From an optimization exercise on the open Yosys and OpenROAD flow, aimed at small area, a short achievable clock period and few clock cycles; shortcuts taken in it are not production practice.
Only simulation tests tie the RTL to the original design; equivalence was not proved.
Power figures rest on the tool's default switching activity, not on a simulated workload.

// rs1294
module rs1294 (
  input  wire        clk,
  input  wire        rst,           
  input  wire        req_valid,
  input  wire        req_write,
  input  wire [7:0]  req_addr,
  input  wire [31:0] req_wdata,
  output wire        req_ready,
  output reg         rsp_valid,
  output wire [31:0] rsp_rdata
);
  function automatic [7:0] gf_mul;
    input [7:0] a;
    input [7:0] b;
    reg   [7:0] p;
    reg   [7:0] x;
    integer k;
    begin
      p = 8'h00;
      x = a;
      for (k = 0; k < 8; k = k + 1) begin
        if (b[k]) p = p ^ x;
        x = x[7] ? ((x << 1) ^ 8'h1D) : (x << 1);
      end
      gf_mul = p;
    end
  endfunction
  function automatic [7:0] gf_sq;
    input [7:0] a;
    begin
      gf_sq[0] = a[0] ^ a[4] ^ a[6] ^ a[7];
      gf_sq[1] = a[7];
      gf_sq[2] = a[1] ^ a[4] ^ a[5] ^ a[6];
      gf_sq[3] = a[4] ^ a[6];
      gf_sq[4] = a[2] ^ a[4] ^ a[5] ^ a[7];
      gf_sq[5] = a[5];
      gf_sq[6] = a[3] ^ a[5] ^ a[6];
      gf_sq[7] = a[6];
    end
  endfunction
  function automatic [7:0] gf_p8;
    input [7:0] a;
    begin
  ...
Size: roughly 3300 cells after synthesis, roughly 620 flip-flops, roughly 36000 um^2 of cells after synthesis.
==> flow/config.mk <==
export PLATFORM = sky130hd
export DESIGN_NAME = rs1294
export DESIGN_NICKNAME = rs1294
export VERILOG_FILES = /design/flow/design.v
export SDC_FILE = /design/flow/constraint.sdc
export NUM_CORES = 4
export LEC_CHECK = 0
export CAP_MARGIN = 20
export CORE_MARGIN = 2
export CORE_UTILIZATION = 75
export CTS_CLUSTER_DIAMETER = 100
export CTS_CLUSTER_SIZE = 20
export PLACE_DENSITY = 0.85
export SLEW_MARGIN = 20
==> flow/constraint.sdc <==
create_clock -name core_clock -period 11.0 [get_ports {clk}]
set_input_delay 2.2000 -clock core_clock [delete_from_list [all_inputs] [get_ports {clk}]]
set_output_delay 2.2000 -clock core_clock [all_outputs]
set_load 0.01 [all_outputs]
standard.sh (not shown) runs the stock make flow with config.mk's settings and CLKGATE_MAP_FILE= SYNTH_SCRIPT=/design/flow/synth_recipe.tcl, a recipe that flattens the netlist after the stock synthesis.
==> flow/flow/run.sh <==
#!/bin/bash
set -euo pipefail
bash standard.sh SETUP_SLACK_MARGIN=6.5 "BUFFER_PORTS_ARGS=-buffer_cell sky130_fd_sc_hd__buf_4" finish > standard_flow.log 2>&1
The starting point finished with timing, DRC and antenna clean.
Testbench counts at the start, summed over its fixed seeds: cycles 53,065.
Rerun with:
Settings changed: CORE_UTILIZATION 75 to 65, CTS_CLUSTER_DIAMETER 100 to unset, CTS_CLUSTER_SIZE 20 to unset, PLACE_DENSITY 0.85 to 0.75.
Register-to-register slack gains 0.15 ns.
Via count drops by 3.4%.
Non-clock buffer count goes up by 8.
Area after synthesis stays the same.
Power went up by 19%.
Wire length goes up by 0.44%.
Rerun with:
==> flow/flow/run.sh (replaced) <==
#!/bin/bash
set -euo pipefail
bash standard.sh SETUP_SLACK_MARGIN=7.0 "BUFFER_PORTS_ARGS=-buffer_cell sky130_fd_sc_hd__buf_4" finish > standard_flow.log 2>&1
Outcome:
- utilization rose by 2.7 points
- wire length came out higher by about 3.5%
- critical path depth climbs by 4
- fmax increases by about 0.55%
- hold slack gets worse by 0.019 ns
- clock power is lower by about 2%
- power barely changes
- synthesized area does not change
Rerun with:
==> flow/flow/run.sh (replaced) <==
#!/bin/bash
set -euo pipefail
bash standard.sh SETUP_SLACK_MARGIN=6.0 "BUFFER_PORTS_ARGS=-buffer_cell sky130_fd_sc_hd__buf_4" finish > standard_flow.log 2>&1
Settings changed: CTS_CLUSTER_DIAMETER set to 100, CTS_CLUSTER_SIZE set to 20.
Result:
- die area stays the same
- clock-buffer cell count went down by 23
- clock power went down by well over a third
- synthesized cell count stays the same
- final area went down by roughly a tenth
- power went down by about a fifth
- global-route usage went down by 4.3 points
Rerun with:
==> flow/flow/run.sh (replaced) <==
#!/bin/bash
set -euo pipefail
bash standard.sh SETUP_SLACK_MARGIN=6.5 "BUFFER_PORTS_ARGS=-buffer_cell sky130_fd_sc_hd__buf_4" finish > standard_flow.log 2>&1
Utilization goes up by 1.9 points.
Cell count goes up by 1.9%.
Setup slack gains 0.33 ns.
Via count goes up by 2.4%.
Synthesized area is unchanged.
Register-to-register slack gains 0.33 ns.
Combinational power goes up by 7.7%.
Design area goes up by 2.7%.

port drivers added, routing unchanged:
Ports are ideal in the flow. The routed layouts listed here were re-timed in OpenROAD. Step 1: set_driving_cell puts a clkbuf_16 on clk and a buf_2 on each other input, an assumption about the parent block. Step 2, shift: input delay + t, output delay - t, t = (earliest + latest rising clock arrival at the registers) / 2. This alone moves slack from input paths to output paths. Three values: ideal, step 1, step 2; two values: the first two.
run | shift t [ns] | setup WS [ns] | worst setup path after step 2
the first run | 0.655 | 6.220 / 6.258 / 5.603 | input to register
the second run | 0.677 | 6.423 / 6.463 / 5.786 | input to register
the third run | 0.667 | 6.448 / 6.448 / 6.155 | input to register
the fourth run | 0.652 | 6.035 / 6.035 / 5.674 | input to register
the fifth run | 0.657 | 6.365 / 6.365 / 5.834 | input to register
After both steps every run listed still meets setup and hold. The setup slack of the second run, which loses most, moves by +0.040 ns with the drivers and by -0.637 ns with both steps.
